Background: an optimization exercise with open tools, aiming at small area, a short achievable clock period and few clock cycles per item. Do not read the settings as production practice.
At most, simulation tests tie the RTL to the original design; equivalence was not proved.
Power figures rest on the tool's default switching activity, not on a simulated workload.

Setup of the baseline:
## dwibus_codec
module dwibus_codec (
    input  wire         clk,
    input  wire         rst,         
    input  wire         start,       
    input  wire         op,          
    input  wire [7:0]   self_addr,   
    input  wire [479:0] frame_in,
    output wire         ready,
    output reg          done,        
    output wire [7:0]   status,
    output wire [7:0]   crc,
    output wire [479:0] frame_out
);
Size in the first run: roughly 990 I/O pins, about 22000 µm² of cells after synthesis.
==> flow/config.mk <==
export PLATFORM = sky130hd
export DESIGN_NAME = dwibus_codec
export DESIGN_NICKNAME = dwibus_codec
export VERILOG_FILES = /design/flow/design.v
export SDC_FILE = /design/flow/constraint.sdc
export NUM_CORES = 4
export LEC_CHECK = 0
export CAP_MARGIN = 20
export CORE_AREA = 10 10 290 290
export CTS_BUF_LIST = sky130_fd_sc_hd__clkbuf_4 sky130_fd_sc_hd__clkbuf_8
export DIE_AREA = 0 0 300 300
export PLACE_DENSITY = 0.6
export SETUP_SLACK_MARGIN = 2.4
export SLEW_MARGIN = 20
export SYNTH_HIERARCHICAL = 1
export SYNTH_MINIMUM_KEEP_SIZE = 0
==> flow/constraint.sdc <==
create_clock -name core_clock -period 5.0 [get_ports {clk}]
set_input_delay 1.0000 -clock core_clock [delete_from_list [all_inputs] [get_ports {clk}]]
set_output_delay 1.0000 -clock core_clock [all_outputs]
set_load 0.01 [all_outputs]
standard.sh (not shown) runs the stock make flow with config.mk's settings and CLKGATE_MAP_FILE= SYNTH_SCRIPT=/design/flow/synth_recipe.tcl, a recipe that flattens the netlist after the stock synthesis.
==> flow/flow/run.sh <==
#!/bin/bash
# Own layout flow: the standard flow, with each port buffered by the
# smallest buffer (buf_1) instead of the one buffer_ports picks by default.
set -euo pipefail
bash standard.sh "BUFFER_PORTS_ARGS=-buffer_cell sky130_fd_sc_hd__buf_1" finish > standard_flow.log 2>&1
Testbench counts of the baseline, summed over its fixed seeds: cycles 3,840, frames 1,920.
Input changes introduced in the candidate (baseline for comparison: the baseline):
diff --git a/flow/design.v b/flow/design.v
--- a/flow/design.v
+++ b/flow/design.v
@@ -1616,37 +1616,35 @@
             img   <= fi[2*8 +: 440];
             chk_q <= chk_in;
             pre_q <= pre_in;
         end
         crc_q <= crc_syn[7:0];
         syn_q <= crc_syn[15:8];
     end
-    wire n01, n23, n45, n67, syn_nz;
+    wire [2:0] okz;
     wire [3:0] st;
-    dw_nor2  u_n01 (.a(syn_q[0]), .b(syn_q[1]), .y(n01));
-    dw_nor2  u_n23 (.a(syn_q[2]), .b(syn_q[3]), .y(n23));
-    dw_nor2  u_n45 (.a(syn_q[4]), .b(syn_q[5]), .y(n45));
-    dw_nor2  u_n67 (.a(syn_q[6]), .b(syn_q[7]), .y(n67));
-    dw_nand4 u_nz  (.a(n01), .b(n23), .c(n45), .d(n67), .y(syn_nz));
-    dw_ao21  u_st0 (.a(chk_q), .b(syn_nz), .c(pre_q[0]), .y(st[0]));
-    dw_ai21b u_st1 (.a(chk_q), .b(syn_nz), .c(pre_q[1]), .y(st[1]));
-    dw_ai21b u_st2 (.a(chk_q), .b(syn_nz), .c(pre_q[2]), .y(st[2]));
-    dw_ao21  u_st3 (.a(chk_q), .b(syn_nz), .c(pre_q[3]), .y(st[3]));
+    dw_oai31 u_z0 (.a(syn_q[0]), .b(syn_q[1]), .c(syn_q[2]), .d(chk_q), .y(okz[0]));
+    dw_oai31 u_z1 (.a(syn_q[3]), .b(syn_q[4]), .c(syn_q[5]), .d(chk_q), .y(okz[1]));
+    dw_oai21 u_z2 (.a(syn_q[6]), .b(syn_q[7]), .c(chk_q), .y(okz[2]));
+    dw_or_nand3 u_st0 (.a(pre_q[0]), .b(okz[0]), .c(okz[1]), .d(okz[2]), .y(st[0]));
+    dw_and4     u_st1 (.a(pre_q[1]), .b(okz[0]), .c(okz[1]), .d(okz[2]), .y(st[1]));
+    dw_and4     u_st2 (.a(pre_q[2]), .b(okz[0]), .c(okz[1]), .d(okz[2]), .y(st[2]));
+    dw_or_nand3 u_st3 (.a(pre_q[3]), .b(okz[0]), .c(okz[1]), .d(okz[2]), .y(st[3]));
     assign status    = {3'b000, st[3], 1'b0, st[2:0]};
     assign crc       = crc_q;
     assign frame_out = {8'h0A, 8'h0D, crc_q, img, 8'h55, 8'hAA};
 endmodule
-module dw_nor2 (input wire a, input wire b, output wire y);
-    assign y = ~(a | b);
+module dw_oai31 (input wire a, input wire b, input wire c, input wire d, output wire y);
+    assign y = ~((a | b | c) & d);
 endmodule
-module dw_nand4 (input wire a, input wire b, input wire c, input wire d, output wire y);
-    assign y = ~(a & b & c & d);
+module dw_oai21 (input wire a, input wire b, input wire c, output wire y);
+    assign y = ~((a | b) & c);
 endmodule
-module dw_ao21 (input wire a, input wire b, input wire c, output wire y);
-    assign y = (a & b) | c;
+module dw_or_nand3 (input wire a, input wire b, input wire c, input wire d, output wire y);
+    assign y = a | ~(b & c & d);
 endmodule
-module dw_ai21b (input wire a, input wire b, input wire c, output wire y);
-    assign y = c & ~(a & b);
+module dw_and4 (input wire a, input wire b, input wire c, input wire d, output wire y);
+    assign y = a & b & c & d;
 endmodule
 module dw_xor2 (input wire a, input wire b, output wire y);
     assign y = a ^ b;
 endmodule
--- outcome ---
- Non-clock buffer count came out higher on the candidate than on the baseline.
- Going from the baseline to the candidate, sequential share of layout area shrinks by 0.34 points.
- Going from the baseline to the candidate, port buffer count did not really move; overall routed net length saw an increase; multi-input combinational cell count closely matched the old numbers; count of buffers added by post-CTS timing repair for setup grew by 12.
- Diff the candidate..the baseline | average size of a mapped cell | negligible
The RTL of the candidate was laid out without a check of its function.

dwibus_codec, a different RTL version from the one above (not shown whole).
Size in the first run: ~1,400 cells after synthesis, ~990 I/O pins.
Settings: LEC_CHECK=0, CAP_MARGIN=20, CORE_AREA=10 10 290 290, CTS_BUF_LIST=sky130_fd_sc_hd__clkbuf_4 sky130_fd_sc_hd__clkbuf_8, DIE_AREA=0 0 300 300, PLACE_DENSITY=0.6, SETUP_SLACK_MARGIN=2.3, SLEW_MARGIN=20, SYNTH_HIERARCHICAL=1, SYNTH_MINIMUM_KEEP_SIZE=0; clock period 5.0 ns.
Scripts as last shown in full above: flow/flow/run.sh
The first run completed without violations.
Next try:
--- a/flow/design.v
+++ b/flow/design.v
@@ -1611,46 +1611,40 @@
         pc_q  <= part_in[7:0];
         ps_q  <= part_in[15:8];
         pc2_q <= part2_in[7:0];
         ps2_q <= part2_in[15:8];
         if (!busy) begin
             img   <= fi[2*8 +: 440];
             chk_q <= chk_in;
             pre_q <= pre_in;
         end
         crc_q <= crc_syn[7:0];
         syn_q <= crc_syn[15:8];
     end
-    wire n01, n23, n45, n67;
-    wire [3:0] syn_nz;
+    wire [2:0] okz;
     wire [3:0] st;
-    dw_nor2  u_n01 (.a(syn_q[0]), .b(syn_q[1]), .y(n01));
-    dw_nor2  u_n23 (.a(syn_q[2]), .b(syn_q[3]), .y(n23));
-    dw_nor2  u_n45 (.a(syn_q[4]), .b(syn_q[5]), .y(n45));
-    dw_nor2  u_n67 (.a(syn_q[6]), .b(syn_q[7]), .y(n67));
-    dw_nand4 u_nz0 (.a(n01), .b(n23), .c(n45), .d(n67), .y(syn_nz[0]));
-    dw_nand4 u_nz1 (.a(n01), .b(n23), .c(n45), .d(n67), .y(syn_nz[1]));
-    dw_nand4 u_nz2 (.a(n01), .b(n23), .c(n45), .d(n67), .y(syn_nz[2]));
-    dw_nand4 u_nz3 (.a(n01), .b(n23), .c(n45), .d(n67), .y(syn_nz[3]));
-    dw_ao21  u_st0 (.a(chk_q), .b(syn_nz[0]), .c(pre_q[0]), .y(st[0]));
-    dw_ai21b u_st1 (.a(chk_q), .b(syn_nz[1]), .c(pre_q[1]), .y(st[1]));
-    dw_ai21b u_st2 (.a(chk_q), .b(syn_nz[2]), .c(pre_q[2]), .y(st[2]));
-    dw_ao21  u_st3 (.a(chk_q), .b(syn_nz[3]), .c(pre_q[3]), .y(st[3]));
+    dw_oai31 u_z0 (.a(syn_q[0]), .b(syn_q[1]), .c(syn_q[2]), .d(chk_q), .y(okz[0]));
+    dw_oai31 u_z1 (.a(syn_q[3]), .b(syn_q[4]), .c(syn_q[5]), .d(chk_q), .y(okz[1]));
+    dw_oai21 u_z2 (.a(syn_q[6]), .b(syn_q[7]), .c(chk_q), .y(okz[2]));
+    dw_or_nand3 u_st0 (.a(pre_q[0]), .b(okz[0]), .c(okz[1]), .d(okz[2]), .y(st[0]));
+    dw_and4     u_st1 (.a(pre_q[1]), .b(okz[0]), .c(okz[1]), .d(okz[2]), .y(st[1]));
+    dw_and4     u_st2 (.a(pre_q[2]), .b(okz[0]), .c(okz[1]), .d(okz[2]), .y(st[2]));
+    dw_or_nand3 u_st3 (.a(pre_q[3]), .b(okz[0]), .c(okz[1]), .d(okz[2]), .y(st[3]));
     assign status    = {3'b000, st[3], 1'b0, st[2:0]};
     assign crc       = crc_q;
     assign frame_out = {8'h0A, 8'h0D, crc_q, img, 8'h55, 8'hAA};
 endmodule
-module dw_nor2 (input wire a, input wire b, output wire y);
-    assign y = ~(a | b);
+module dw_oai31 (input wire a, input wire b, input wire c, input wire d, output wire y);
+    assign y = ~((a | b | c) & d);
 endmodule
-module dw_nand4 (input wire a, input wire b, input wire c, input wire d, output wire y);
-    assign y = ~(a & b & c & d);
+module dw_oai21 (input wire a, input wire b, input wire c, output wire y);
+    assign y = ~((a | b) & c);
 endmodule
-module dw_ao21 (input wire a, input wire b, input wire c, output wire y);
-    assign y = (a & b) | c;
+module dw_or_nand3 (input wire a, input wire b, input wire c, input wire d, output wire y);
+    assign y = a | ~(b & c & d);
 endmodule
-module dw_ai21b (input wire a, input wire b, input wire c, output wire y);
-    assign y = c & ~(a & b);
+module dw_and4 (input wire a, input wire b, input wire c, input wire d, output wire y);
+    assign y = a & b & c & d;
 endmodule
 module dw_xor2 (input wire a, input wire b, output wire y);
     assign y = a ^ b;
 endmodule
Clock power is about the same.
Wire length is about the same.
Register-to-register slack gains 0.06 ns.
Total power stays flat.
Die area does not change.
Synthesized area barely changes.
Critical path depth shrinks by 4.
Final cell count grows slightly.
Sequential share of layout area shrinks by 0.28 points.
Non-clock buffer count grows by 18.
Design area grows slightly.
Synthesized cell count shrinks slightly.
Via count grows slightly.
Combinational power grows slightly.
No functional check of the RTL was part of any run of this note.

## port drivers added, routing unchanged
The flow's constraints put no driver on any port. The routed layouts listed below were extracted and timed again, unchanged, in two steps.
Step 1: set_driving_cell puts a clkbuf_16 on clk and a buf_2 on each other input, an assumption about the parent block.
Step 2 times the ports against the registers' clock, not the clock port: input delays grow and output delays shrink by t, the midpoint of the rising clock arrivals with the driver on.
Slacks: no drivers / after step 1 / after step 2; pairs: no drivers / after step 1.
| run | t, ns | slack for setup (ns) | hold WS [ns] | slew at the worst register clock pin (ns) | cell pins on the clock port's net |
|---|---|---|---|---|---|
| the baseline | 0.720 | 2.252 / 2.195 / 1.760 | 0.434 / 0.434 / 0.434 | 0.07 / 0.07 | 1 |
| the candidate | 0.728 | 2.273 / 2.217 / 1.747 | 0.446 / 0.432 / 0.446 | 0.07 / 0.07 | 1 |
| the first run of note 2 | 0.708 | 2.356 / 2.335 / 1.724 | 0.439 / 0.439 / 0.439 | 0.07 / 0.07 | 1 |
| the second run of note 2 | 0.713 | 2.346 / 2.290 / 1.694 | 0.457 / 0.456 / 0.457 | 0.07 / 0.07 | 1 |
After both steps every run listed still meets setup and hold. The setup slack of the second run of note 2, which loses most, moves by -0.056 ns with the drivers and by -0.652 ns with both steps.
